What follows belongs to an exercise in optimizing a design on an open flow for small area; a production flow would make more cautious choices. Function was not checked in any run shown here: the RTL went through the layout flow alone. Power and IR drop assume default switching activity.

===== config.mk =====
export PLATFORM = sky130hd
export DESIGN_NAME = av2_rx_engine
export DESIGN_NICKNAME = av2_rx_engine
export VERILOG_FILES = /design/flow/design.v
export SDC_FILE = /design/flow/constraint.sdc
export NUM_CORES = 4
export LEC_CHECK = 0
export CAP_MARGIN = 20
export CORE_MARGIN = 2
export CORE_UTILIZATION = 65
export CTS_CLUSTER_DIAMETER = 120
export CTS_CLUSTER_SIZE = 24
export GPL_TIMING_DRIVEN = 0
export PLACE_DENSITY = 0.75
export SLEW_MARGIN = 20
export SYNTH_HIERARCHICAL = 1

===== constraint.sdc =====
create_clock -name core_clock -period 10.0 [get_ports {clk}]
set_input_delay 2.0000 -clock core_clock [delete_from_list [all_inputs] [get_ports {clk}]]
set_output_delay 2.0000 -clock core_clock [all_outputs]
set_load 0.01 [all_outputs]

===== design.v =====
module av2_rx_engine (
    input  wire       clk,
    input  wire       rst,           
    input  wire       rx_valid,      
    input  wire [7:0] rx_data,
    input  wire       rx_err,        
    input  wire [7:0] rd_addr,
    output reg  [7:0] rd_data,
    output reg        ev_commit,     
    output wire [2:0] ev_sub,
    output reg        ev_ready,      
    output reg        ev_error,      
    output wire [3:0] ev_err_code
);
    integer i;
    reg [5:0] cnt;
    reg       hbad;         
    reg [2:0] sub;          
    reg       lenok;        
    wire st_ovr = cnt[5] & cnt[0];
    wire st_err = cnt[5] & cnt[1];
    wire st_hold = st_ovr | st_err;
    wire is_eol  = (rx_data == 8'hFF);
    wire dbyte   = rx_valid & ~rx_err & ~is_eol;
    wire eol     = rx_valid & ~rx_err & is_eol;
    wire ws = (rx_data >= 8'h09 && rx_data <= 8'h0D) || rx_data == 8'h20;
    reg [7:0] hdr_exp;
    always @* begin
        case (cnt[2:0])
            3'd0: hdr_exp = 8'h23;
            3'd1: hdr_exp = 8'h41;
            3'd2: hdr_exp = 8'h56;
            3'd3: hdr_exp = 8'h32;
            default: hdr_exp = 8'h20;
        endcase
    end
    reg [2:0] code_sub;
    always @* begin
        case (rx_data)
            8'h69: code_sub = 3'd0;
            8'h6A: code_sub = 3'd1;
            8'h6B: code_sub = 3'd2;
            8'h6C: code_sub = 3'd3;
            8'h6D: code_sub = 3'd4;
            8'h6E: code_sub = 3'd5;
            default: code_sub = 3'd7;
        endcase
    end
    reg past_thr;
    always @* begin
        case (sub)
            3'd0: past_thr = (cnt >= 6'd10);
            3'd1: past_thr = (cnt >= 6'd18);
            3'd2: past_thr = (cnt >= 6'd27);
            3'd3: past_thr = (cnt >= 6'd7);
            3'd4: past_thr = (cnt >= 6'd8);
            default: past_thr = (cnt >= 6'd5);
        endcase
    end
    wire c_sys = (sub == 3'd0);
    wire c_inp = (sub == 3'd1);
    wire c_spk = (sub == 3'd2);
    wire c_grp = c_sys | (sub == 3'd3) | (sub == 3'd4);    
    wire hdr_ok = (cnt >= 6'd5) & ~hbad & ~st_hold;
    wire known  = (cnt >= 6'd6) & ~st_hold & (sub[2:1] != 2'b11);
    wire commit = eol & hdr_ok & known & lenok;
    wire err1   = eol & ~st_hold & ~hdr_ok;
    wire err6   = eol & hdr_ok & known & ~lenok;
    wire err7   = eol & st_ovr;
    reg [5:0] progress;
    reg [1:0] ev_e;         
    wire ready = &progress[4:0];
    assign ev_sub      = sub;
    assign ev_err_code = {1'b0, ev_e[1], ev_e[1] | ev_e[0], ~ev_e[1] | ev_e[0]};
    wire [5:0] prog_new = progress | (6'd1 << sub);
    always @(posedge clk) begin
        if (rst) begin
            cnt <= 6'd0;
        end else if (rx_err) begin
            cnt <= 6'd34;
        end else if (rx_valid) begin
            if (is_eol)
                cnt <= 6'd0;
            else if (!st_hold)
                cnt <= cnt + 6'd1;
        end
        if (dbyte) begin
            if (cnt == 6'd0)
                hbad <= (rx_data != hdr_exp);
            else if (cnt < 6'd5)
                hbad <= hbad | (rx_data != hdr_exp);
            if (cnt == 6'd5) begin
                sub   <= code_sub;
                lenok <= (rx_data == 8'h6E);
            end else if (!ws && past_thr) begin
                lenok <= 1'b1;
            end
        end
        ev_commit <= ~rst & commit;
        ev_error  <= ~rst & (rx_err | err1 | err6 | err7);
        ev_ready  <= ~rst & commit & ~ready & (&prog_new[4:0]);
        if (rx_err)     ev_e <= 2'd1;
        else if (err7)  ev_e <= 2'd3;
        else if (err6)  ev_e <= 2'd2;
        else            ev_e <= 2'd0;
        if (rst)
            progress <= 6'd0;
        else if (commit)
            progress <= prog_new;
    end
    reg [2:0] stg_s [0:3];
    reg [1:0] stg_c;
    reg [7:0] stg_d [0:7];
    reg [5:0] stg_l [0:7];
    wire [2:0] w_size;
    wire       w_nz;
    wire [5:0] w_l;
    av2_rx_wdec u_wdec (.b(rx_data), .lab_mode(c_inp), .size(w_size), .nz(w_nz), .l6(w_l));
    wire [3:0]  en_s;
    wire [1:0]  en_c;
    wire [7:0]  en_d, en_l;
    av2_rx_slot_en u_slot_en (.cnt(cnt), .wr(rx_valid), .c_grp(c_grp), .c_inp(c_inp),
        .en_s(en_s), .en_c(en_c), .en_d(en_d), .en_l(en_l));
    always @(posedge clk) begin
        for (i = 0; i < 4; i = i + 1)
            if (en_s[i]) stg_s[i] <= w_size;
        for (i = 0; i < 2; i = i + 1)
            if (en_c[i]) stg_c[i] <= w_nz;
        for (i = 0; i < 8; i = i + 1) begin
            if (en_d[i]) stg_d[i] <= rx_data;
            if (en_l[i]) stg_l[i] <= w_l;
        end
    end
    reg [7:0] sys_flags, sys_mode, sys_vol;
    reg [5:0] sys_decode;                       
    reg [4:0] inp_label [0:9];                  
    reg       inp_panorama;
    reg [7:0] inp_width, inp_depth;
    reg [2:0] spk_size [0:3];
    reg [1:0] spk_cfg;
    reg [7:0] spk_dist [0:7];
    reg [5:0] spk_level [0:7];                  
    reg [7:0] sw_major, sw_minor;
    reg [7:0] fw_major, fw_minor, fw_patch;
    function [4:0] lab5(input [7:0] b);
        lab5 = (b <= 8'd20) ? b[4:0] : 5'h1F;
    endfunction
    wire [7:0] s_mode_b = stg_d[1];
    wire [3:0] s_input  = (s_mode_b[3:0] >= 4'd1 && s_mode_b[3:0] <= 4'd11) ? s_mode_b[3:0] : 4'd0;
    wire [7:0] s_dec_b  = stg_d[3];
    wire [5:0] s_dec    = (s_dec_b <= 8'd23 || (s_dec_b >= 8'd48 && s_dec_b <= 8'd55)) ?
                          s_dec_b[5:0] : 6'h3F;
    wire cm_sys = commit & (sub == 3'd0);
    wire cm_inp = commit & (sub == 3'd1);
    wire cm_spk = commit & (sub == 3'd2);
    wire cm_swv = commit & (sub == 3'd3);
    wire cm_fwv = commit & (sub == 3'd4);
    always @(posedge clk) begin
        if (cm_sys) begin
            sys_flags  <= stg_d[0];
            sys_mode   <= {s_mode_b[7:4], s_input};
            sys_vol    <= stg_d[2];
            sys_decode <= s_dec;
        end
        if (cm_inp) begin
            for (i = 0; i < 8; i = i + 1)
                inp_label[i] <= stg_l[i][4:0];
            inp_label[8]  <= lab5(stg_d[2]);
            inp_label[9]  <= lab5(stg_d[3]);
            inp_panorama  <= (stg_d[4] != 8'd0);
            inp_width     <= stg_d[5];
            inp_depth     <= stg_d[6];
        end
        if (cm_spk) begin
            for (i = 0; i < 4; i = i + 1)
                spk_size[i] <= stg_s[i];
            spk_cfg <= stg_c;
            for (i = 0; i < 8; i = i + 1) begin
                spk_dist[i]  <= stg_d[i];
                spk_level[i] <= stg_l[i];
            end
        end
        if (cm_swv) begin
            sw_major <= stg_d[0];
            sw_minor <= stg_d[1];
        end
        if (cm_fwv) begin
            fw_major <= stg_d[0];
            fw_minor <= stg_d[1];
            fw_patch <= stg_d[2];
        end
    end
    wire        s_prog, s_dec_rst;
    wire [3:0]  s_sys;
    wire [12:0] s_inp;
    wire [4:0]  s_spk;
    wire [7:0]  s_dist, s_lvl;
    wire [1:0]  s_sw;
    wire [2:0]  s_fw;
    av2_rx_rd_dec u_rd_dec (
        .rd_addr(rd_addr), .progress(progress),
        .s_prog(s_prog), .s_dec_rst(s_dec_rst), .s_sys(s_sys), .s_inp(s_inp),
        .s_spk(s_spk), .s_dist(s_dist), .s_lvl(s_lvl), .s_sw(s_sw), .s_fw(s_fw));
    wire [7:0] rd_w;
    av2_rx_rd_mux u_rd_mux (
        .s_prog(s_prog), .s_dec_rst(s_dec_rst), .s_sys(s_sys), .s_inp(s_inp),
        .s_spk(s_spk), .s_dist(s_dist), .s_lvl(s_lvl), .s_sw(s_sw), .s_fw(s_fw),
        .ready(ready), .progress(progress),
        .sys_flags(sys_flags), .sys_mode(sys_mode), .sys_vol(sys_vol), .sys_decode(sys_decode),
        .inp_label({inp_label[9], inp_label[8], inp_label[7], inp_label[6], inp_label[5],
                    inp_label[4], inp_label[3], inp_label[2], inp_label[1], inp_label[0]}),
        .inp_panorama(inp_panorama), .inp_width(inp_width), .inp_depth(inp_depth),
        .spk_size({spk_size[3], spk_size[2], spk_size[1], spk_size[0]}), .spk_cfg(spk_cfg),
        .spk_dist({spk_dist[7], spk_dist[6], spk_dist[5], spk_dist[4],
                   spk_dist[3], spk_dist[2], spk_dist[1], spk_dist[0]}),
        .spk_level({spk_level[7], spk_level[6], spk_level[5], spk_level[4],
                    spk_level[3], spk_level[2], spk_level[1], spk_level[0]}),
        .sw_major(sw_major), .sw_minor(sw_minor),
        .fw_major(fw_major), .fw_minor(fw_minor), .fw_patch(fw_patch),
        .rd_data(rd_w));
    always @* rd_data = rd_w;
endmodule
module av2_rx_rd_dec (
    input  wire [7:0]  rd_addr,
    input  wire [5:0]  progress,
    output wire        s_prog,       
    output wire        s_dec_rst,    
    output wire [3:0]  s_sys,        
    output wire [12:0] s_inp,        
    output wire [4:0]  s_spk,        
    output wire [7:0]  s_dist,       
    output wire [7:0]  s_lvl,        
    output wire [1:0]  s_sw,         
    output wire [2:0]  s_fw          
);
    wire [15:0] l_n;
    wire [5:0]  g_n;    
    av2_rx_rd_pre u_pre (.rd_addr(rd_addr), .progress(progress), .l_n(l_n), .g_n(g_n),
                         .s_prog(s_prog), .s_dec_rst(s_dec_rst));
    av2_rx_nor2 u_s_sys_0 (.a(g_n[0]), .b(l_n[0]), .y(s_sys[0]));
    av2_rx_nor2 u_s_sys_1 (.a(g_n[0]), .b(l_n[1]), .y(s_sys[1]));
    av2_rx_nor2 u_s_sys_2 (.a(g_n[0]), .b(l_n[2]), .y(s_sys[2]));
    av2_rx_nor2 u_s_sys_3 (.a(g_n[0]), .b(l_n[3]), .y(s_sys[3]));
    av2_rx_nor2 u_s_inp_0 (.a(g_n[1]), .b(l_n[0]), .y(s_inp[0]));
    av2_rx_nor2 u_s_inp_1 (.a(g_n[1]), .b(l_n[1]), .y(s_inp[1]));
    av2_rx_nor2 u_s_inp_2 (.a(g_n[1]), .b(l_n[2]), .y(s_inp[2]));
    av2_rx_nor2 u_s_inp_3 (.a(g_n[1]), .b(l_n[3]), .y(s_inp[3]));
    av2_rx_nor2 u_s_inp_4 (.a(g_n[1]), .b(l_n[4]), .y(s_inp[4]));
    av2_rx_nor2 u_s_inp_5 (.a(g_n[1]), .b(l_n[5]), .y(s_inp[5]));
    av2_rx_nor2 u_s_inp_6 (.a(g_n[1]), .b(l_n[6]), .y(s_inp[6]));
    av2_rx_nor2 u_s_inp_7 (.a(g_n[1]), .b(l_n[7]), .y(s_inp[7]));
    av2_rx_nor2 u_s_inp_8 (.a(g_n[1]), .b(l_n[8]), .y(s_inp[8]));
    av2_rx_nor2 u_s_inp_9 (.a(g_n[1]), .b(l_n[9]), .y(s_inp[9]));
    av2_rx_nor2 u_s_inp_10 (.a(g_n[1]), .b(l_n[10]), .y(s_inp[10]));
    av2_rx_nor2 u_s_inp_11 (.a(g_n[1]), .b(l_n[11]), .y(s_inp[11]));
    av2_rx_nor2 u_s_inp_12 (.a(g_n[1]), .b(l_n[12]), .y(s_inp[12]));
    av2_rx_nor2 u_s_spk_0 (.a(g_n[2]), .b(l_n[0]), .y(s_spk[0]));
    av2_rx_nor2 u_s_spk_1 (.a(g_n[2]), .b(l_n[1]), .y(s_spk[1]));
    av2_rx_nor2 u_s_spk_2 (.a(g_n[2]), .b(l_n[2]), .y(s_spk[2]));
    av2_rx_nor2 u_s_spk_3 (.a(g_n[2]), .b(l_n[3]), .y(s_spk[3]));
    av2_rx_nor2 u_s_spk_4 (.a(g_n[2]), .b(l_n[4]), .y(s_spk[4]));
    av2_rx_nor2 u_s_dist_0 (.a(g_n[2]), .b(l_n[8]), .y(s_dist[0]));
    av2_rx_nor2 u_s_dist_1 (.a(g_n[2]), .b(l_n[9]), .y(s_dist[1]));
    av2_rx_nor2 u_s_dist_2 (.a(g_n[2]), .b(l_n[10]), .y(s_dist[2]));
    av2_rx_nor2 u_s_dist_3 (.a(g_n[2]), .b(l_n[11]), .y(s_dist[3]));
    av2_rx_nor2 u_s_dist_4 (.a(g_n[2]), .b(l_n[12]), .y(s_dist[4]));
    av2_rx_nor2 u_s_dist_5 (.a(g_n[2]), .b(l_n[13]), .y(s_dist[5]));
    av2_rx_nor2 u_s_dist_6 (.a(g_n[2]), .b(l_n[14]), .y(s_dist[6]));
    av2_rx_nor2 u_s_dist_7 (.a(g_n[2]), .b(l_n[15]), .y(s_dist[7]));
    av2_rx_nor2 u_s_lvl_0 (.a(g_n[3]), .b(l_n[0]), .y(s_lvl[0]));
    av2_rx_nor2 u_s_lvl_1 (.a(g_n[3]), .b(l_n[1]), .y(s_lvl[1]));
    av2_rx_nor2 u_s_lvl_2 (.a(g_n[3]), .b(l_n[2]), .y(s_lvl[2]));
    av2_rx_nor2 u_s_lvl_3 (.a(g_n[3]), .b(l_n[3]), .y(s_lvl[3]));
    av2_rx_nor2 u_s_lvl_4 (.a(g_n[3]), .b(l_n[4]), .y(s_lvl[4]));
    av2_rx_nor2 u_s_lvl_5 (.a(g_n[3]), .b(l_n[5]), .y(s_lvl[5]));
    av2_rx_nor2 u_s_lvl_6 (.a(g_n[3]), .b(l_n[6]), .y(s_lvl[6]));
    av2_rx_nor2 u_s_lvl_7 (.a(g_n[3]), .b(l_n[7]), .y(s_lvl[7]));
    av2_rx_nor2 u_s_sw_0 (.a(g_n[4]), .b(l_n[0]), .y(s_sw[0]));
    av2_rx_nor2 u_s_sw_1 (.a(g_n[4]), .b(l_n[1]), .y(s_sw[1]));
    av2_rx_nor2 u_s_fw_0 (.a(g_n[5]), .b(l_n[8]), .y(s_fw[0]));
    av2_rx_nor2 u_s_fw_1 (.a(g_n[5]), .b(l_n[9]), .y(s_fw[1]));
    av2_rx_nor2 u_s_fw_2 (.a(g_n[5]), .b(l_n[10]), .y(s_fw[2]));
endmodule
module av2_rx_rd_pre (
    input  wire [7:0]  rd_addr,
    input  wire [5:0]  progress,
    output wire [15:0] l_n,
    output wire [5:0]  g_n,
    output wire        s_prog,
    output wire        s_dec_rst
);
    wire [15:0] h = 16'd1 << rd_addr[7:4];
    assign l_n = ~(16'd1 << rd_addr[3:0]);
    assign g_n = ~{h[5] & progress[4], h[5] & progress[3], h[4] & progress[2],
                   h[3] & progress[2], h[2] & progress[1], h[1] & progress[0]};
    assign s_prog    = h[0] & ~l_n[0];
    assign s_dec_rst = h[1] & ~l_n[3] & ~progress[0];
endmodule
module av2_rx_rd_mux (
    input  wire        s_prog, s_dec_rst,
    input  wire [3:0]  s_sys,
    input  wire [12:0] s_inp,
    input  wire [4:0]  s_spk,
    input  wire [7:0]  s_dist, s_lvl,
    input  wire [1:0]  s_sw,
    input  wire [2:0]  s_fw,
    input  wire        ready,
    input  wire [5:0]  progress,
    input  wire [7:0]  sys_flags, sys_mode, sys_vol,
    input  wire [5:0]  sys_decode,
    input  wire [49:0] inp_label,
    input  wire        inp_panorama,
    input  wire [7:0]  inp_width, inp_depth,
    input  wire [11:0] spk_size,
    input  wire [1:0]  spk_cfg,
    input  wire [63:0] spk_dist,
    input  wire [47:0] spk_level,
    input  wire [7:0]  sw_major, sw_minor, fw_major, fw_minor, fw_patch,
    output wire [7:0]  rd_data
);
    wire n1;
    av2_rx_aoi222 u_n1 (.a0(s_inp[0]), .b0(inp_label[0]), .a1(s_inp[1]), .b1(inp_label[5]), .a2(s_inp[2]), .b2(inp_label[10]), .y(n1));
    wire n2;
    av2_rx_aoi222 u_n2 (.a0(s_inp[3]), .b0(inp_label[15]), .a1(s_inp[4]), .b1(inp_label[20]), .a2(s_inp[5]), .b2(inp_label[25]), .y(n2));
    wire n3;
    av2_rx_aoi222 u_n3 (.a0(s_inp[6]), .b0(inp_label[30]), .a1(s_inp[7]), .b1(inp_label[35]), .a2(s_inp[8]), .b2(inp_label[40]), .y(n3));
    wire n4;
    av2_rx_nand2 u_n4 (.a(s_inp[9]), .b(inp_label[45]), .y(n4));
    wire p5;
    av2_rx_nand4 u_p5 (.a(n1), .b(n2), .c(n3), .d(n4), .y(p5));
    wire o6 = p5;
    wire n7;
    av2_rx_aoi222 u_n7 (.a0(s_inp[0]), .b0(inp_label[1]), .a1(s_inp[1]), .b1(inp_label[6]), .a2(s_inp[2]), .b2(inp_label[11]), .y(n7));
    wire n8;
    av2_rx_aoi222 u_n8 (.a0(s_inp[3]), .b0(inp_label[16]), .a1(s_inp[4]), .b1(inp_label[21]), .a2(s_inp[5]), .b2(inp_label[26]), .y(n8));
    wire n9;
    av2_rx_aoi222 u_n9 (.a0(s_inp[6]), .b0(inp_label[31]), .a1(s_inp[7]), .b1(inp_label[36]), .a2(s_inp[8]), .b2(inp_label[41]), .y(n9));
    wire n10;
    av2_rx_nand2 u_n10 (.a(s_inp[9]), .b(inp_label[46]), .y(n10));
    wire p11;
    av2_rx_nand4 u_p11 (.a(n7), .b(n8), .c(n9), .d(n10), .y(p11));
    wire o12 = p11;
    wire n13;
    av2_rx_aoi222 u_n13 (.a0(s_inp[0]), .b0(inp_label[2]), .a1(s_inp[1]), .b1(inp_label[7]), .a2(s_inp[2]), .b2(inp_label[12]), .y(n13));
    wire n14;
    av2_rx_aoi222 u_n14 (.a0(s_inp[3]), .b0(inp_label[17]), .a1(s_inp[4]), .b1(inp_label[22]), .a2(s_inp[5]), .b2(inp_label[27]), .y(n14));
    wire n15;
    av2_rx_aoi222 u_n15 (.a0(s_inp[6]), .b0(inp_label[32]), .a1(s_inp[7]), .b1(inp_label[37]), .a2(s_inp[8]), .b2(inp_label[42]), .y(n15));
    wire n16;
    av2_rx_nand2 u_n16 (.a(s_inp[9]), .b(inp_label[47]), .y(n16));
    wire p17;
    av2_rx_nand4 u_p17 (.a(n13), .b(n14), .c(n15), .d(n16), .y(p17));
    wire o18 = p17;
    wire n19;
    av2_rx_aoi222 u_n19 (.a0(s_inp[0]), .b0(inp_label[3]), .a1(s_inp[1]), .b1(inp_label[8]), .a2(s_inp[2]), .b2(inp_label[13]), .y(n19));
    wire n20;
    av2_rx_aoi222 u_n20 (.a0(s_inp[3]), .b0(inp_label[18]), .a1(s_inp[4]), .b1(inp_label[23]), .a2(s_inp[5]), .b2(inp_label[28]), .y(n20));
    wire n21;
    av2_rx_aoi222 u_n21 (.a0(s_inp[6]), .b0(inp_label[33]), .a1(s_inp[7]), .b1(inp_label[38]), .a2(s_inp[8]), .b2(inp_label[43]), .y(n21));
    wire n22;
    av2_rx_nand2 u_n22 (.a(s_inp[9]), .b(inp_label[48]), .y(n22));
    wire p23;
    av2_rx_nand4 u_p23 (.a(n19), .b(n20), .c(n21), .d(n22), .y(p23));
    wire o24 = p23;
    wire n25;
    av2_rx_aoi222 u_n25 (.a0(s_inp[0]), .b0(inp_label[4]), .a1(s_inp[1]), .b1(inp_label[9]), .a2(s_inp[2]), .b2(inp_label[14]), .y(n25));
    wire n26;
    av2_rx_aoi222 u_n26 (.a0(s_inp[3]), .b0(inp_label[19]), .a1(s_inp[4]), .b1(inp_label[24]), .a2(s_inp[5]), .b2(inp_label[29]), .y(n26));
    wire n27;
    av2_rx_aoi222 u_n27 (.a0(s_inp[6]), .b0(inp_label[34]), .a1(s_inp[7]), .b1(inp_label[39]), .a2(s_inp[8]), .b2(inp_label[44]), .y(n27));
    wire n28;
    av2_rx_nand2 u_n28 (.a(s_inp[9]), .b(inp_label[49]), .y(n28));
    wire p29;
    av2_rx_nand4 u_p29 (.a(n25), .b(n26), .c(n27), .d(n28), .y(p29));
    wire o30 = p29;
    wire lab_ff = o6 & o12 & o18 & o24 & o30;
    wire n31;
    av2_rx_aoi222 u_n31 (.a0(s_lvl[0]), .b0(spk_level[0]), .a1(s_lvl[1]), .b1(spk_level[6]), .a2(s_lvl[2]), .b2(spk_level[12]), .y(n31));
    wire n32;
    av2_rx_aoi222 u_n32 (.a0(s_lvl[3]), .b0(spk_level[18]), .a1(s_lvl[4]), .b1(spk_level[24]), .a2(s_lvl[5]), .b2(spk_level[30]), .y(n32));
    wire n33;
    av2_rx_nand2 u_n33 (.a(s_lvl[6]), .b(spk_level[36]), .y(n33));
    wire n34;
    av2_rx_nand2 u_n34 (.a(s_lvl[7]), .b(spk_level[42]), .y(n34));
    wire p35;
    av2_rx_nand4 u_p35 (.a(n31), .b(n32), .c(n33), .d(n34), .y(p35));
    wire o36 = p35;
    wire n37;
    av2_rx_aoi222 u_n37 (.a0(s_lvl[0]), .b0(spk_level[1]), .a1(s_lvl[1]), .b1(spk_level[7]), .a2(s_lvl[2]), .b2(spk_level[13]), .y(n37));
    wire n38;
    av2_rx_aoi222 u_n38 (.a0(s_lvl[3]), .b0(spk_level[19]), .a1(s_lvl[4]), .b1(spk_level[25]), .a2(s_lvl[5]), .b2(spk_level[31]), .y(n38));
    wire n39;
    av2_rx_nand2 u_n39 (.a(s_lvl[6]), .b(spk_level[37]), .y(n39));
    wire n40;
    av2_rx_nand2 u_n40 (.a(s_lvl[7]), .b(spk_level[43]), .y(n40));
    wire p41;
    av2_rx_nand4 u_p41 (.a(n37), .b(n38), .c(n39), .d(n40), .y(p41));
    wire o42 = p41;
    wire n43;
    av2_rx_aoi222 u_n43 (.a0(s_lvl[0]), .b0(spk_level[2]), .a1(s_lvl[1]), .b1(spk_level[8]), .a2(s_lvl[2]), .b2(spk_level[14]), .y(n43));
    wire n44;
    av2_rx_aoi222 u_n44 (.a0(s_lvl[3]), .b0(spk_level[20]), .a1(s_lvl[4]), .b1(spk_level[26]), .a2(s_lvl[5]), .b2(spk_level[32]), .y(n44));
    wire n45;
    av2_rx_nand2 u_n45 (.a(s_lvl[6]), .b(spk_level[38]), .y(n45));
    wire n46;
    av2_rx_nand2 u_n46 (.a(s_lvl[7]), .b(spk_level[44]), .y(n46));
    wire p47;
    av2_rx_nand4 u_p47 (.a(n43), .b(n44), .c(n45), .d(n46), .y(p47));
    wire o48 = p47;
    wire n49;
    av2_rx_aoi222 u_n49 (.a0(s_lvl[0]), .b0(spk_level[3]), .a1(s_lvl[1]), .b1(spk_level[9]), .a2(s_lvl[2]), .b2(spk_level[15]), .y(n49));
    wire n50;
    av2_rx_aoi222 u_n50 (.a0(s_lvl[3]), .b0(spk_level[21]), .a1(s_lvl[4]), .b1(spk_level[27]), .a2(s_lvl[5]), .b2(spk_level[33]), .y(n50));
    wire n51;
    av2_rx_nand2 u_n51 (.a(s_lvl[6]), .b(spk_level[39]), .y(n51));
    wire n52;
    av2_rx_nand2 u_n52 (.a(s_lvl[7]), .b(spk_level[45]), .y(n52));
    wire p53;
    av2_rx_nand4 u_p53 (.a(n49), .b(n50), .c(n51), .d(n52), .y(p53));
    wire o54 = p53;
    wire n55;
    av2_rx_aoi222 u_n55 (.a0(s_lvl[0]), .b0(spk_level[4]), .a1(s_lvl[1]), .b1(spk_level[10]), .a2(s_lvl[2]), .b2(spk_level[16]), .y(n55));
    wire n56;
    av2_rx_aoi222 u_n56 (.a0(s_lvl[3]), .b0(spk_level[22]), .a1(s_lvl[4]), .b1(spk_level[28]), .a2(s_lvl[5]), .b2(spk_level[34]), .y(n56));
    wire n57;
    av2_rx_nand2 u_n57 (.a(s_lvl[6]), .b(spk_level[40]), .y(n57));
    wire n58;
    av2_rx_nand2 u_n58 (.a(s_lvl[7]), .b(spk_level[46]), .y(n58));
    wire p59;
    av2_rx_nand4 u_p59 (.a(n55), .b(n56), .c(n57), .d(n58), .y(p59));
    wire o60 = p59;
    wire n61;
    av2_rx_aoi222 u_n61 (.a0(s_lvl[0]), .b0(spk_level[5]), .a1(s_lvl[1]), .b1(spk_level[11]), .a2(s_lvl[2]), .b2(spk_level[17]), .y(n61));
    wire n62;
    av2_rx_aoi222 u_n62 (.a0(s_lvl[3]), .b0(spk_level[23]), .a1(s_lvl[4]), .b1(spk_level[29]), .a2(s_lvl[5]), .b2(spk_level[35]), .y(n62));
    wire n63;
    av2_rx_nand2 u_n63 (.a(s_lvl[6]), .b(spk_level[41]), .y(n63));
    wire n64;
    av2_rx_nand2 u_n64 (.a(s_lvl[7]), .b(spk_level[47]), .y(n64));
    wire p65;
    av2_rx_nand4 u_p65 (.a(n61), .b(n62), .c(n63), .d(n64), .y(p65));
    wire o66 = p65;
    wire dec_ff = &sys_decode;
    wire n67;
    av2_rx_aoi222 u_n67 (.a0(s_prog), .b0(progress[0]), .a1(s_sys[0]), .b1(sys_flags[0]), .a2(s_sys[1]), .b2(sys_mode[0]), .y(n67));
    wire n68;
    av2_rx_aoi222 u_n68 (.a0(s_sys[2]), .b0(sys_vol[0]), .a1(s_sys[3]), .b1(sys_decode[0]), .a2(s_inp[10]), .b2(inp_panorama), .y(n68));
    wire n69;
    av2_rx_aoi222 u_n69 (.a0(s_inp[11]), .b0(inp_width[0]), .a1(s_inp[12]), .b1(inp_depth[0]), .a2(s_spk[0]), .b2(spk_size[0]), .y(n69));
    wire n70;
    av2_rx_aoi222 u_n70 (.a0(s_spk[1]), .b0(spk_size[3]), .a1(s_spk[2]), .b1(spk_size[6]), .a2(s_spk[3]), .b2(spk_size[9]), .y(n70));
    wire n71;
    av2_rx_aoi222 u_n71 (.a0(s_spk[4]), .b0(spk_cfg[0]), .a1(s_dist[0]), .b1(spk_dist[0]), .a2(s_dist[1]), .b2(spk_dist[8]), .y(n71));
    wire n72;
    av2_rx_aoi222 u_n72 (.a0(s_dist[2]), .b0(spk_dist[16]), .a1(s_dist[3]), .b1(spk_dist[24]), .a2(s_dist[4]), .b2(spk_dist[32]), .y(n72));
    wire n73;
    av2_rx_aoi222 u_n73 (.a0(s_dist[5]), .b0(spk_dist[40]), .a1(s_dist[6]), .b1(spk_dist[48]), .a2(s_dist[7]), .b2(spk_dist[56]), .y(n73));
    wire n74;
    av2_rx_aoi222 u_n74 (.a0(s_sw[0]), .b0(sw_major[0]), .a1(s_sw[1]), .b1(sw_minor[0]), .a2(s_fw[0]), .b2(fw_major[0]), .y(n74));
    wire n75;
    av2_rx_nand2 u_n75 (.a(s_fw[1]), .b(fw_minor[0]), .y(n75));
    wire n76;
    av2_rx_nand2 u_n76 (.a(s_fw[2]), .b(fw_patch[0]), .y(n76));
    wire p77;
    av2_rx_nand4 u_p77 (.a(n67), .b(n68), .c(n69), .d(n70), .y(p77));
    wire p78;
    av2_rx_nand4 u_p78 (.a(n71), .b(n72), .c(n73), .d(n74), .y(p78));
    wire p79;
    av2_rx_nand2 u_p79 (.a(n75), .b(n76), .y(p79));
    wire o80 = s_dec_rst | o6 | o36 | p77 | p78 | p79;
    assign rd_data[0] = o80;
    wire n81;
    av2_rx_aoi222 u_n81 (.a0(s_prog), .b0(progress[1]), .a1(s_sys[0]), .b1(sys_flags[1]), .a2(s_sys[1]), .b2(sys_mode[1]), .y(n81));
    wire n82;
    av2_rx_aoi222 u_n82 (.a0(s_sys[2]), .b0(sys_vol[1]), .a1(s_sys[3]), .b1(sys_decode[1]), .a2(s_inp[11]), .b2(inp_width[1]), .y(n82));
    wire n83;
    av2_rx_aoi222 u_n83 (.a0(s_inp[12]), .b0(inp_depth[1]), .a1(s_spk[0]), .b1(spk_size[1]), .a2(s_spk[1]), .b2(spk_size[4]), .y(n83));
    wire n84;
    av2_rx_aoi222 u_n84 (.a0(s_spk[2]), .b0(spk_size[7]), .a1(s_spk[3]), .b1(spk_size[10]), .a2(s_spk[4]), .b2(spk_cfg[1]), .y(n84));
    wire n85;
    av2_rx_aoi222 u_n85 (.a0(s_dist[0]), .b0(spk_dist[1]), .a1(s_dist[1]), .b1(spk_dist[9]), .a2(s_dist[2]), .b2(spk_dist[17]), .y(n85));
    wire n86;
    av2_rx_aoi222 u_n86 (.a0(s_dist[3]), .b0(spk_dist[25]), .a1(s_dist[4]), .b1(spk_dist[33]), .a2(s_dist[5]), .b2(spk_dist[41]), .y(n86));
    wire n87;
    av2_rx_aoi222 u_n87 (.a0(s_dist[6]), .b0(spk_dist[49]), .a1(s_dist[7]), .b1(spk_dist[57]), .a2(s_sw[0]), .b2(sw_major[1]), .y(n87));
    wire n88;
    av2_rx_aoi222 u_n88 (.a0(s_sw[1]), .b0(sw_minor[1]), .a1(s_fw[0]), .b1(fw_major[1]), .a2(s_fw[1]), .b2(fw_minor[1]), .y(n88));
    wire n89;
    av2_rx_nand2 u_n89 (.a(s_fw[2]), .b(fw_patch[1]), .y(n89));
    wire p90;
    av2_rx_nand4 u_p90 (.a(n81), .b(n82), .c(n83), .d(n84), .y(p90));
    wire p91;
    av2_rx_nand4 u_p91 (.a(n85), .b(n86), .c(n87), .d(n88), .y(p91));
    wire o92 = s_dec_rst | o12 | o42 | p90 | p91 | ~n89;
    assign rd_data[1] = o92;
    wire n93;
    av2_rx_aoi222 u_n93 (.a0(s_prog), .b0(progress[2]), .a1(s_sys[0]), .b1(sys_flags[2]), .a2(s_sys[1]), .b2(sys_mode[2]), .y(n93));
    wire n94;
    av2_rx_aoi222 u_n94 (.a0(s_sys[2]), .b0(sys_vol[2]), .a1(s_sys[3]), .b1(sys_decode[2]), .a2(s_inp[11]), .b2(inp_width[2]), .y(n94));
    wire n95;
    av2_rx_aoi222 u_n95 (.a0(s_inp[12]), .b0(inp_depth[2]), .a1(s_spk[0]), .b1(spk_size[2]), .a2(s_spk[1]), .b2(spk_size[5]), .y(n95));
    wire n96;
    av2_rx_aoi222 u_n96 (.a0(s_spk[2]), .b0(spk_size[8]), .a1(s_spk[3]), .b1(spk_size[11]), .a2(s_dist[0]), .b2(spk_dist[2]), .y(n96));
    wire n97;
    av2_rx_aoi222 u_n97 (.a0(s_dist[1]), .b0(spk_dist[10]), .a1(s_dist[2]), .b1(spk_dist[18]), .a2(s_dist[3]), .b2(spk_dist[26]), .y(n97));
    wire n98;
    av2_rx_aoi222 u_n98 (.a0(s_dist[4]), .b0(spk_dist[34]), .a1(s_dist[5]), .b1(spk_dist[42]), .a2(s_dist[6]), .b2(spk_dist[50]), .y(n98));
    wire n99;
    av2_rx_aoi222 u_n99 (.a0(s_dist[7]), .b0(spk_dist[58]), .a1(s_sw[0]), .b1(sw_major[2]), .a2(s_sw[1]), .b2(sw_minor[2]), .y(n99));
    wire n100;
    av2_rx_aoi222 u_n100 (.a0(s_fw[0]), .b0(fw_major[2]), .a1(s_fw[1]), .b1(fw_minor[2]), .a2(s_fw[2]), .b2(fw_patch[2]), .y(n100));
    wire p101;
    av2_rx_nand4 u_p101 (.a(n93), .b(n94), .c(n95), .d(n96), .y(p101));
    wire p102;
    av2_rx_nand4 u_p102 (.a(n97), .b(n98), .c(n99), .d(n100), .y(p102));
    wire o103 = s_dec_rst | o18 | o48 | p101 | p102;
    assign rd_data[2] = o103;
    wire n104;
    av2_rx_aoi222 u_n104 (.a0(s_prog), .b0(progress[3]), .a1(s_sys[0]), .b1(sys_flags[3]), .a2(s_sys[1]), .b2(sys_mode[3]), .y(n104));
    wire n105;
    av2_rx_aoi222 u_n105 (.a0(s_sys[2]), .b0(sys_vol[3]), .a1(s_sys[3]), .b1(sys_decode[3]), .a2(s_inp[11]), .b2(inp_width[3]), .y(n105));
    wire n106;
    av2_rx_aoi222 u_n106 (.a0(s_inp[12]), .b0(inp_depth[3]), .a1(s_dist[0]), .b1(spk_dist[3]), .a2(s_dist[1]), .b2(spk_dist[11]), .y(n106));
    wire n107;
    av2_rx_aoi222 u_n107 (.a0(s_dist[2]), .b0(spk_dist[19]), .a1(s_dist[3]), .b1(spk_dist[27]), .a2(s_dist[4]), .b2(spk_dist[35]), .y(n107));
    wire n108;
    av2_rx_aoi222 u_n108 (.a0(s_dist[5]), .b0(spk_dist[43]), .a1(s_dist[6]), .b1(spk_dist[51]), .a2(s_dist[7]), .b2(spk_dist[59]), .y(n108));
    wire n109;
    av2_rx_aoi222 u_n109 (.a0(s_sw[0]), .b0(sw_major[3]), .a1(s_sw[1]), .b1(sw_minor[3]), .a2(s_fw[0]), .b2(fw_major[3]), .y(n109));
    wire n110;
    av2_rx_nand2 u_n110 (.a(s_fw[1]), .b(fw_minor[3]), .y(n110));
    wire n111;
    av2_rx_nand2 u_n111 (.a(s_fw[2]), .b(fw_patch[3]), .y(n111));
    wire p112;
    av2_rx_nand4 u_p112 (.a(n104), .b(n105), .c(n106), .d(n107), .y(p112));
    wire p113;
    av2_rx_nand4 u_p113 (.a(n108), .b(n109), .c(n110), .d(n111), .y(p113));
    wire o114 = s_dec_rst | o24 | o54 | p112 | p113;
    assign rd_data[3] = o114;
    wire n115;
    av2_rx_aoi222 u_n115 (.a0(s_prog), .b0(progress[4]), .a1(s_sys[0]), .b1(sys_flags[4]), .a2(s_sys[1]), .b2(sys_mode[4]), .y(n115));
    wire n116;
    av2_rx_aoi222 u_n116 (.a0(s_sys[2]), .b0(sys_vol[4]), .a1(s_sys[3]), .b1(sys_decode[4]), .a2(s_inp[11]), .b2(inp_width[4]), .y(n116));
    wire n117;
    av2_rx_aoi222 u_n117 (.a0(s_inp[12]), .b0(inp_depth[4]), .a1(s_dist[0]), .b1(spk_dist[4]), .a2(s_dist[1]), .b2(spk_dist[12]), .y(n117));
    wire n118;
    av2_rx_aoi222 u_n118 (.a0(s_dist[2]), .b0(spk_dist[20]), .a1(s_dist[3]), .b1(spk_dist[28]), .a2(s_dist[4]), .b2(spk_dist[36]), .y(n118));
    wire n119;
    av2_rx_aoi222 u_n119 (.a0(s_dist[5]), .b0(spk_dist[44]), .a1(s_dist[6]), .b1(spk_dist[52]), .a2(s_dist[7]), .b2(spk_dist[60]), .y(n119));
    wire n120;
    av2_rx_aoi222 u_n120 (.a0(s_sw[0]), .b0(sw_major[4]), .a1(s_sw[1]), .b1(sw_minor[4]), .a2(s_fw[0]), .b2(fw_major[4]), .y(n120));
    wire n121;
    av2_rx_nand2 u_n121 (.a(s_fw[1]), .b(fw_minor[4]), .y(n121));
    wire n122;
    av2_rx_nand2 u_n122 (.a(s_fw[2]), .b(fw_patch[4]), .y(n122));
    wire p123;
    av2_rx_nand4 u_p123 (.a(n115), .b(n116), .c(n117), .d(n118), .y(p123));
    wire p124;
    av2_rx_nand4 u_p124 (.a(n119), .b(n120), .c(n121), .d(n122), .y(p124));
    wire o125 = s_dec_rst | o30 | o60 | p123 | p124;
    assign rd_data[4] = o125;
    wire n126;
    av2_rx_aoi222 u_n126 (.a0(s_prog), .b0(progress[5]), .a1(s_sys[0]), .b1(sys_flags[5]), .a2(s_sys[1]), .b2(sys_mode[5]), .y(n126));
    wire n127;
    av2_rx_aoi222 u_n127 (.a0(s_sys[2]), .b0(sys_vol[5]), .a1(s_sys[3]), .b1(sys_decode[5]), .a2(s_inp[11]), .b2(inp_width[5]), .y(n127));
    wire n128;
    av2_rx_aoi222 u_n128 (.a0(s_inp[12]), .b0(inp_depth[5]), .a1(s_dist[0]), .b1(spk_dist[5]), .a2(s_dist[1]), .b2(spk_dist[13]), .y(n128));
    wire n129;
    av2_rx_aoi222 u_n129 (.a0(s_dist[2]), .b0(spk_dist[21]), .a1(s_dist[3]), .b1(spk_dist[29]), .a2(s_dist[4]), .b2(spk_dist[37]), .y(n129));
    wire n130;
    av2_rx_aoi222 u_n130 (.a0(s_dist[5]), .b0(spk_dist[45]), .a1(s_dist[6]), .b1(spk_dist[53]), .a2(s_dist[7]), .b2(spk_dist[61]), .y(n130));
    wire n131;
    av2_rx_aoi222 u_n131 (.a0(s_sw[0]), .b0(sw_major[5]), .a1(s_sw[1]), .b1(sw_minor[5]), .a2(s_fw[0]), .b2(fw_major[5]), .y(n131));
    wire n132;
    av2_rx_nand2 u_n132 (.a(s_fw[1]), .b(fw_minor[5]), .y(n132));
    wire n133;
    av2_rx_nand2 u_n133 (.a(s_fw[2]), .b(fw_patch[5]), .y(n133));
    wire p134;
    av2_rx_nand4 u_p134 (.a(n126), .b(n127), .c(n128), .d(n129), .y(p134));
    wire p135;
    av2_rx_nand4 u_p135 (.a(n130), .b(n131), .c(n132), .d(n133), .y(p135));
    wire o136 = s_dec_rst | lab_ff | o66 | p134 | p135;
    assign rd_data[5] = o136;
    wire n137;
    av2_rx_aoi222 u_n137 (.a0(s_sys[0]), .b0(sys_flags[6]), .a1(s_sys[1]), .b1(sys_mode[6]), .a2(s_sys[2]), .b2(sys_vol[6]), .y(n137));
    wire n138;
    av2_rx_aoi222 u_n138 (.a0(s_sys[3]), .b0(dec_ff), .a1(s_inp[11]), .b1(inp_width[6]), .a2(s_inp[12]), .b2(inp_depth[6]), .y(n138));
    wire n139;
    av2_rx_aoi222 u_n139 (.a0(s_dist[0]), .b0(spk_dist[6]), .a1(s_dist[1]), .b1(spk_dist[14]), .a2(s_dist[2]), .b2(spk_dist[22]), .y(n139));
    wire n140;
    av2_rx_aoi222 u_n140 (.a0(s_dist[3]), .b0(spk_dist[30]), .a1(s_dist[4]), .b1(spk_dist[38]), .a2(s_dist[5]), .b2(spk_dist[46]), .y(n140));
    wire n141;
    av2_rx_aoi222 u_n141 (.a0(s_dist[6]), .b0(spk_dist[54]), .a1(s_dist[7]), .b1(spk_dist[62]), .a2(s_sw[0]), .b2(sw_major[6]), .y(n141));
    wire n142;
    av2_rx_aoi222 u_n142 (.a0(s_sw[1]), .b0(sw_minor[6]), .a1(s_fw[0]), .b1(fw_major[6]), .a2(s_fw[1]), .b2(fw_minor[6]), .y(n142));
    wire n143;
    av2_rx_nand2 u_n143 (.a(s_fw[2]), .b(fw_patch[6]), .y(n143));
    wire p144;
    av2_rx_nand4 u_p144 (.a(n137), .b(n138), .c(n139), .d(n140), .y(p144));
    wire p145;
    av2_rx_nand3 u_p145 (.a(n141), .b(n142), .c(n143), .y(p145));
    wire o146 = s_dec_rst | lab_ff | o66 | p144 | p145;
    assign rd_data[6] = o146;
    wire n147;
    av2_rx_aoi222 u_n147 (.a0(s_prog), .b0(ready), .a1(s_sys[0]), .b1(sys_flags[7]), .a2(s_sys[1]), .b2(sys_mode[7]), .y(n147));
    wire n148;
    av2_rx_aoi222 u_n148 (.a0(s_sys[2]), .b0(sys_vol[7]), .a1(s_sys[3]), .b1(dec_ff), .a2(s_inp[11]), .b2(inp_width[7]), .y(n148));
    wire n149;
    av2_rx_aoi222 u_n149 (.a0(s_inp[12]), .b0(inp_depth[7]), .a1(s_dist[0]), .b1(spk_dist[7]), .a2(s_dist[1]), .b2(spk_dist[15]), .y(n149));
    wire n150;
    av2_rx_aoi222 u_n150 (.a0(s_dist[2]), .b0(spk_dist[23]), .a1(s_dist[3]), .b1(spk_dist[31]), .a2(s_dist[4]), .b2(spk_dist[39]), .y(n150));
    wire n151;
    av2_rx_aoi222 u_n151 (.a0(s_dist[5]), .b0(spk_dist[47]), .a1(s_dist[6]), .b1(spk_dist[55]), .a2(s_dist[7]), .b2(spk_dist[63]), .y(n151));
    wire n152;
    av2_rx_aoi222 u_n152 (.a0(s_sw[0]), .b0(sw_major[7]), .a1(s_sw[1]), .b1(sw_minor[7]), .a2(s_fw[0]), .b2(fw_major[7]), .y(n152));
    wire n153;
    av2_rx_nand2 u_n153 (.a(s_fw[1]), .b(fw_minor[7]), .y(n153));
    wire n154;
    av2_rx_nand2 u_n154 (.a(s_fw[2]), .b(fw_patch[7]), .y(n154));
    wire p155;
    av2_rx_nand4 u_p155 (.a(n147), .b(n148), .c(n149), .d(n150), .y(p155));
    wire p156;
    av2_rx_nand4 u_p156 (.a(n151), .b(n152), .c(n153), .d(n154), .y(p156));
    wire o157 = s_dec_rst | lab_ff | o66 | p155 | p156;
    assign rd_data[7] = o157;
endmodule
module av2_rx_aoi222 (input wire a0, b0, a1, b1, a2, b2, output wire y);
    assign y = ~((a0 & b0) | (a1 & b1) | (a2 & b2));
endmodule
module av2_rx_nand2 (input wire a, b, output wire y);
    assign y = ~(a & b);
endmodule
module av2_rx_nand3 (input wire a, b, c, output wire y);
    assign y = ~(a & b & c);
endmodule
module av2_rx_nand4 (input wire a, b, c, d, output wire y);
    assign y = ~(a & b & c & d);
endmodule
module av2_rx_nor2 (input wire a, b, output wire y);
    assign y = ~(a | b);
endmodule
module av2_rx_wdec (
    input  wire [7:0] b,
    input  wire       lab_mode,    
    output wire [2:0] size,        
    output wire       nz,          
    output wire [5:0] l6           
);
    wire [4:0] label = (b <= 8'd20) ? b[4:0] : 5'h1F;
    wire [7:0] lraw  = (b > 8'd60) ? 8'd60 : b;
    wire [7:0] lvl   = lraw - 8'd30;
    assign size = (b >= 8'd1 && b <= 8'd4) ? b[2:0] : 3'd0;
    assign nz   = (b != 8'd0);
    assign l6   = lab_mode ? {1'b0, label} : lvl[5:0];
endmodule
module av2_rx_slot_en (
    input  wire [5:0] cnt,
    input  wire       wr,
    input  wire       c_grp,
    input  wire       c_inp,
    output reg  [3:0] en_s,
    output reg  [1:0] en_c,
    output reg  [7:0] en_d,
    output reg  [7:0] en_l
);
    integer i;
    always @* begin
        for (i = 0; i < 4; i = i + 1) en_s[i] = wr & (cnt == 6 + i);
        en_c[0] = wr & (cnt == 6'd10);
        en_c[1] = wr & (cnt == 6'd11);
        en_d[0] = wr & ((cnt == 6'd6)  | ((cnt == 6'd12) & ~c_grp));
        en_d[1] = wr & ((cnt == 6'd7)  | ((cnt == 6'd13) & ~c_grp));
        en_d[2] = wr & ((cnt == 6'd8)  | ((cnt == 6'd14) & ~c_grp));
        en_d[3] = wr & ((cnt == 6'd10) | ((cnt == 6'd15) & ~c_grp));
        for (i = 4; i < 8; i = i + 1) en_d[i] = wr & (cnt == 12 + i);
        for (i = 0; i < 8; i = i + 1) en_l[i] = wr & ((cnt == 6 + i) | ((cnt == 20 + i) & ~c_inp));
    end
endmodule

===== run.sh =====
#!/bin/bash
# synth_recipe.tcl (not shown) runs the flow's synth.tcl, then flattens the netlist and writes it again
# the make line also repeats each setting of config.mk as NAME=value (left out here)
make -C /OpenROAD-flow-scripts/flow DESIGN_CONFIG=/design/flow/config.mk WORK_HOME=/design/flow/orfs CLKGATE_MAP_FILE= SYNTH_SCRIPT=/design/flow/synth_recipe.tcl finish

==> results of run 1 <==
## Yosys stat by module, one instance, submodules excluded, a selection
| module | times used | cells | area (um^2) | flops+latches |
|---|---|---|---|---|
| av2_rx_aoi222 | 81 | 1 | 10.01 | 0 |
| av2_rx_rd_mux | 1 | 34 | 200.2 | 0 |
| av2_rx_wdec | 1 | 44 | 301.5 | 0 |
| av2_rx_nand4 | 26 | 1 | 6.256 | 0 |
| av2_rx_nand2 | 30 | 1 | 3.754 | 0 |
| av2_rx_engine | 1 | 617 | 13420 | 411 |
| av2_rx_slot_en | 1 | 51 | 305.3 | 0 |
| av2_rx_nor2 | 43 | 1 | 3.754 | 0 |
| av2_rx_nand3 | 1 | 1 | 5.005 | 0 |
| av2_rx_rd_pre | 1 | 35 | 212.7 | 0 |
## path summary, 6_finish.rpt
check | end | slack, ns | depth (start not counted) | startpoint
worst min-delay path | spk_dist[7][1] | 0.42 | 0 | stg_d[7][1]
worst max register to register | spk_level[6][4] | 6.34 | 12 | cnt[1]
worst min register to register | spk_dist[7][1] | 0.42 | 0 | stg_d[7][1]
worst max-delay path | rd_data[1] | 2.12 | 10 | rd_addr[7]
## worst max-delay path, stage by stage
cell             delay [ns]
clkdlybuf4s50_1        0.52
nor2_1                 0.25
nand4b_1               0.66
nor2_1                 1.06
a222oi_1               0.38
nand4_1                0.23
nor4_2                 0.07
nand3b_1               0.08
buf_4                  0.10
clkdlybuf4s50_1        0.52
## per-stage QoR
stage	hold slack [ns]	area [um^2]	utilization, %
finish	0.4203	17360	73.52
global route	0.4242	17360	73.52
CTS	0.4213	17350	73.50
detailed placement	0.4045	16750	70.92
global placement	0.4007	16450	69.68
floorplan	0.4003	15690	-
## area by class of cell
cell class                      count  share of cell area [%]
Multi-Input combinational cell    508                   19.29
Buffer                             23                  0.9009
Inverter                           20                  0.4324
Clock buffer                       35                   3.330
Sequential cell                   411                   70.11
Tap cell                          319                   2.299
Timing Repair Buffer               50                   3.459
Clock inverter                      1                  0.1730
## logic make-up after synthesis
kind of cell / Yosys count / synth area share, %
compound gates: 165 / 9.025
xor+xnor: 6 / 0.3348
fa+ha+maj: 6 / 0.4783
buf+inv: 43 / 1.475
flops: 411 / 77.56
other cells: 1 / 0.02389
simple gates: 330 / 11.11
## metal layers
layer  wire, um  up-vias
met1      14110     4691
li1           -     4082
met2      17640      714
met3       5658       66
met4        848        0
met5          0        -
## power groups by stage
stage	logic [W]	clock network, W	registers, W
after floorplan	0.0000360	0	0.00190
after global placement	0.0000696	0	0.00191
after detailed placement	0.0000713	0	0.00191
after CTS	0.0000716	0.000916	0.00187
after global routing	0.0000786	0.000968	0.00187
final	0.0000729	0.000909	0.00187
## cells in the final DEF, fill, tap and decap left out, types with 5 or more instances in the layout
cell and count:
clkdlybuf4s50_1 34, a222oi_1 81, o21a_1 5, ha_1 6
nor3_1 19, nand3_1 19, nand2_1 75, or2_2 15
nor4_1 10, nor2b_1 10, edfxtp_1 394, buf_2 6
a21oi_1 17, nor2_1 83, o21ai_0 15, a211oi_1 5
clkbuf_1 18, nand4b_1 5, clkbuf_16 21, buf_4 14
dfxtp_1 17, buf_6 5, nor3_2 5, inv_1 19
xor2_1 5, o21ai_1 5, nand2b_1 6, nand4_1 35
## registers in the layout, indices dropped and copies added (netlist names), 12 cells and up
name,cells
stg_l,48
spk_level,48
stg_s,12
inp_label,50
spk_dist,64
spk_size,12
stg_d,64
==> qor.txt, run 1 <==
Gr busiest metal -> met2
Crit Path Category -> in2out
Die Ht -> 159.4 um
Yosys top cell by area -> edfxtp_1
Most frequent cells after synthesis -> edfxtp_1, nor2_1, a222oi_1
Share of total power in combinational logic -> 2.6%
Synth top area cells -> edfxtp_1, a222oi_1, dfxtp_1, nor2_1, nand2_1
Full die area -> 25400 um^2
Clock-pin slew on the worst setup and hold paths -> 0.10 ns
Worst Clk Skew -> 0.02369 ns
Tot GR Track Use -> 30.30%
Clock sinks -> 411
Critical-path maximum fanout -> 13
HPWL Detailed -> 26330 um
Post-Place Setup Slack -> 2.290 ns
CTS Root Cell -> clkbuf_16
Distinct cell type count after synthesis -> 78
Vias in the first global route -> 9168
Clock Tree Buf Depth -> 3
Total setup violations reported at the end of the flow -> 0
Hold buffer count at cts -> 0
Via density -> 6.988
FF/Latch Area -> 12170 um^2
Power Density -> 164.0 nW/um^2
Row Count -> 56
Switch share -> 19.55%
Fillers -> 1482
Post-DRT Antenna Nets -> 0
Met1 Use GR -> 43.59%
DRT Pass-1 Iters -> 7
Flops & latches, synth -> 411
Antenna violations before repair -> 1
GR Util met2 -> 47.00%
Post-DR wirelength/cell -> 27.98 um
TritonCTS clock tree -> built
Global-route wire length before repair -> 56610 um
Post CTS Setup Buffer Count -> 0
Syn Nets -> 988
Met3 usage -> 8.127%
Hold Fails Final Rpt -> 0
Largest net degree at the start of global routing -> 30
Unrepaired setup endpoints after global routing -> false
Fin crit share -> 78.80%
Clock power frac -> 31.9%
Cell-internal power -> 0.002291 W
Slew Viols, Final -> 0
Area Overhead vs Synth -> 10.62%
Ports -> 38
Initial Util -> 66.46%
RePlAce Congestion -> 0.8914
Worst setup EP type -> output port
Reg power frac -> 65.5%
N_diodes -> 0
Fin crit period -> 7.880 ns
Post-synth EDFFs -> 394
VDD IR max -> 0.1453 mV
Grt ovf -> 0
Cell leakage power -> 5.269 nW
CTS Buf Count -> 21
Fin cells -> 1367
Detailed Route WL -> 38250 um
Placed instance count -> 1331
Core Area -> 23610 um^2
Share of the synthesized area in the top cell type -> 75.39%
# port buffers -> 36
CTS resizes -> 0
Rel. slew slack -> 24.14%
Req. time, crit path -> 8.00 ns
1st-iter DRT viols -> 1604
Top FF cell, synth -> edfxtp_1
# DRC -> 0
Switch Pwr -> 0.0005567 W
Cells after synthesis -> 962
Worst-Margin Slew -> 1.134 ns
Final Worst Setup Slack -> 2.120 ns
Nets -> 1061
Routed via count -> 9553
Synth warnings -> 15
Most common cell in the netlist -> edfxtp_1
Total power -> 0.002848 W
Hold Path Class -> reg2reg
Syn Area/Cell -> 16.31 um^2
Syn Std Cell Area -> 15690 um^2
Final TNS setup -> 0 ns
H-tree depth -> 1
Share of post-route cells with drive strength above 1 -> 10.69%
Startpoint type of the worst setup path -> input port
Max-Cap Viols -> 0
Fmax -> 126.9 MHz
Status -> timing/DRC/antenna clean
Multi-input gate area -> 3349 um^2
Die width -> 159.4 um
Worst path arrival time -> 5.88 ns
Worst-skew pair later-pin latency -> 0.53 ns
Ys async rst share -> 0%
Sequential area share after synthesis -> 77.56%
==> inputs of run 2 (changes only) <==
==> flow/run.sh (new file) <==
#!/bin/bash
# Layout flow: the standard flow (standard.sh, unchanged synthesis) with
# two layout choices changed:
#  - port buffers use the smallest buffer cell (sky130_fd_sc_hd__buf_1);
#  - clock tree synthesis inserts no dummy loads.
# All of make's output goes to flow_make.log in the work folder; ORFS keeps
# each tool's own log under orfs/logs/.
set -euo pipefail
export BUFFER_PORTS_ARGS="-buffer_cell sky130_fd_sc_hd__buf_1"
export CTS_ARGS="-sink_clustering_enable -repair_clock_nets -sink_clustering_size 24 -sink_clustering_max_diameter 120 -dont_use_dummy_load"
bash standard.sh finish > flow_make.log 2>&1
==> standard.sh (new file) <==
#!/bin/bash
# synth_recipe.tcl (not shown) runs the flow's synth.tcl, then flattens the netlist and writes it again
# the make line also repeats each setting of config.mk as NAME=value (left out here)
make -C /OpenROAD-flow-scripts/flow DESIGN_CONFIG=/design/flow/config.mk WORK_HOME=/design/flow/orfs CLKGATE_MAP_FILE= SYNTH_SCRIPT=/design/flow/synth_recipe.tcl "${@:-finish}"
--- a/config.mk
+++ b/config.mk
@@ -10,7 +10,6 @@
 export CORE_UTILIZATION = 65
 export CTS_CLUSTER_DIAMETER = 120
 export CTS_CLUSTER_SIZE = 24
-export GPL_TIMING_DRIVEN = 0
 export PLACE_DENSITY = 0.75
 export SLEW_MARGIN = 20
 export SYNTH_HIERARCHICAL = 1
removed: run.sh
==> qor.txt, run 2 <==
Nets -> 1044
Cell-internal power -> 0.002258 W
Vias in the first global route -> 8842
Post-route design area -> 16780 um^2
Total setup violations reported at the end of the flow -> 0
R2R Path End -> spk_level[3][1]
Max-Cap Viols -> 0
Clock power frac -> 30.5%
Worst path arrival time -> 4.77 ns
Tot GR Track Use -> 30.38%
HPWL Detailed -> 26410 um
Global-route wire length before repair -> 56630 um
Fmax -> 147.7 MHz
Routed via count -> 9424
# port buffers -> 36
Start point of the critical path -> rd_addr[6]
# DRC -> 0
Detailed Route WL -> 38260 um
Reg power frac -> 67.1%
Worst-skew pair later-pin latency -> 0.53 ns
Cell leakage power -> 5.029 nW
CTS Buf Count -> 21
Critical-path maximum fanout -> 13
Req. time, crit path -> 8.00 ns
Fin crit period -> 6.771 ns
Top FF cell, synth -> edfxtp_1
Worst Clk Skew -> 0.05521 ns
Share of post-route cells with drive strength above 1 -> 8.760%
TritonCTS clock tree -> built
Post-synth EDFFs -> 394
Area Overhead vs Synth -> 6.928%
Rel. slew slack -> 21.41%
Ys async rst share -> 0%
Clock-pin slew on the worst setup and hold paths -> 0.08 ns
Power Density -> 165.8 nW/um^2
Full die area -> 25400 um^2
Cells on worst reg2reg path -> 9
Worst-Margin Slew -> 1.174 ns
Die width -> 159.4 um
Fin crit share -> 67.71%
Syn Std Cell Area -> 15690 um^2
Clock Tree Buf Depth -> 3
Post-Place Setup Slack -> 3.477 ns
H-tree depth -> 1
Crit path to -> rd_data[4]
Core Area -> 23610 um^2
RePlAce Congestion -> 0.9730
Distinct cell type count after synthesis -> 78
Synth warnings -> 15
VDD IR max -> 0.1747 mV
Sequential area share after synthesis -> 77.56%
Top Registers -> spk_dist (64), stg_d (64), inp_label (50)
Worst setup EP type -> output port
Commonest non-fill, non-tap cells in the layout -> edfxtp_1, nor2_1, a222oi_1
DRT Pass-1 Iters -> 9
Most common cell in the netlist -> edfxtp_1
Antenna violations before repair -> 1
Initial Util -> 66.46%
Share of the synthesized area in the top cell type -> 75.39%
Largest net degree at the start of global routing -> 73
Share of total power in combinational logic -> 2.4%
Smallest hold slack -> 0.4194 ns
Clock sinks -> 411
Flops & latches, synth -> 411
Post CTS Setup Buffer Count -> 0
Final TNS setup -> 0 ns
Die Ht -> 159.4 um
Post-DRT Antenna Nets -> 0
Startpoint type of the worst setup path -> input port
Hold Fails Final Rpt -> 0
Status -> timing/DRC/antenna clean
Placed cell area -> 16250 um^2
Switch share -> 18.83%
Most frequent cells after synthesis -> edfxtp_1, nor2_1, a222oi_1
Yosys top cell by area -> edfxtp_1
Syn Area/Cell -> 16.31 um^2
Via density -> 7.054
Unrepaired setup endpoints after global routing -> false
Syn Nets -> 988
Ports -> 38
CTS Root Cell -> clkbuf_16
Switch Pwr -> 0.0005238 W
Grt ovf -> 0
Slew Viols, Final -> 0
Reg2reg setup slack -> 5.47 ns
Cells after synthesis -> 962
Total power -> 0.002782 W
Synth top area cells -> edfxtp_1, a222oi_1, dfxtp_1, nor2_1, nand2_1
CTS resizes -> 0
Hold Path Class -> reg2reg
R2R Path Start -> cnt[1]
Post-DR wirelength/cell -> 28.64 um
Final Worst Setup Slack -> 3.229 ns
Row Count -> 56
Hold buffer count at cts -> 0
Commonest non-fill, non-tap cell in the layout -> edfxtp_1
1st-iter DRT viols -> 1837
Crit Path Category -> in2out
[run 2: changes by cell type in the layout (fill, tap and decap cells not counted), sizes merged]
cell / previous run / this run
clkinv: 2 / 1
buf: 34 / 56
clkbuf: 40 / 21
clkdlybuf4s50: 34 / 0
diode: 0 / 1
[run 2: layer usage]
layer	routed length, um	global-route usage (%)
met1	15410	47.92
met2	16310	43.30
met3	5295	6.747
met4	1238	8.760
met5	0	0
[run 2: how the worst min path moves through the flow]
stage	from	depth (start not counted)	slack, ns	end
4_1_cts	stg_l[0][5]	0	0.42	spk_level[0][5]
3_5_place_dp	stg_l[0][5]	0	0.40	spk_level[0][5]
6_report	stg_l[0][5]	0	0.42	spk_level[0][5]
3_3_place_gp	stg_l[2][5]	0	0.40	spk_level[2][5]
2_1_floorplan	stg_c[0]	0	0.40	spk_cfg[0]
5_1_grt	stg_s[3][1]	0	0.44	spk_size[3][1]
[run 2: cell type report]
cell class	count	area (um^2)
sequential	411	12170
fill	1573	6832
multi-input combinational	508	3322
clock buffer	21	525.5
tap	319	399.1
timing repair buffer	56	285.3
inverter	20	75.07
antenna	1	2.502
[run 2: cells by family after synthesis]
group | count (synthesis) | share of synthesized area (%)
AO/OA/AOI/OAI | 165 | 9.025
XOR/XNOR | 6 | 0.3348
adder cells (fa/ha/maj) | 6 | 0.4783
buffers and inverters | 43 | 1.475
flip-flops | 411 | 77.56
other | 1 | 0.02389
AND/OR/NAND/NOR | 330 | 11.11
[run 2: metrics by stage]
stage / std cells / util [%]
floorplan: 962 / -
global placement: 1314 / 68.81
detailed placement: 1314 / 68.81
CTS: 1335 / 71.04
global route: 1336 / 71.07
finish: 1336 / 71.07
[run 2: power groups by stage]
stage / logic (W) / clock network, W / registers, W
floorplan: 0.0000360 / 0 / 0.00190
global placement: 0.0000636 / 0 / 0.00191
detailed placement: 0.0000647 / 0 / 0.00191
CTS: 0.0000649 / 0.000862 / 0.00187
global route: 0.0000725 / 0.000916 / 0.00187
finish: 0.0000659 / 0.000849 / 0.00187
[run 2: Yosys stat by module (local to each module, per instance), a selection]
module         cell area, um^2  copies in the design  flip-flops and latches  cells
av2_rx_wdec              301.5                     1                       0     44
av2_rx_nor2              3.754                    43                       0      1
av2_rx_engine            13420                     1                     411    617
av2_rx_nand2             3.754                    30                       0      1
av2_rx_aoi222            10.01                    81                       0      1
av2_rx_rd_pre            212.7                     1                       0     35
[run 2: worst max-delay path: stages]
cell      delay [ns]
buf_1           0.12
nor2_1          0.22
nand4_1         0.46
nor2_1          1.06
a222oi_1        0.37
nand4_1         0.20
nor2_1          0.11
nand2_1         0.08
buf_1           0.15

==> what the ideal ports hide <==
How much do the figures lean on ideal ports? The routed layouts below were timed once more, with nothing changed but the port constraints.
Step 1 assumes that a clkbuf_16 drives the clock port and a buf_2 every other input.
Step 2, shift: input delay + t, output delay - t, t = (earliest + latest rising clock arrival at the registers) / 2. This alone moves slack from input paths to output paths.
a / b / c = no drivers / after step 1 / after step 2; a / b = the first two.
run | t (ns) | setup slack, ns | hold slack, ns | worst setup path at the end | cell pins on the clock port's net
run 1 | 0.572 | 2.120 / 2.080 / 2.080 | 0.420 / 0.420 / 0.420 | input to output | 1
run 2 | 0.552 | 3.229 / 3.182 / 3.182 | 0.419 / 0.419 / 0.419 | input to output | 1
After both steps every run listed still meets setup and hold. For run 2, which loses most, drivers alone change the setup slack by -0.047 ns; drivers and shift together by -0.047 ns.
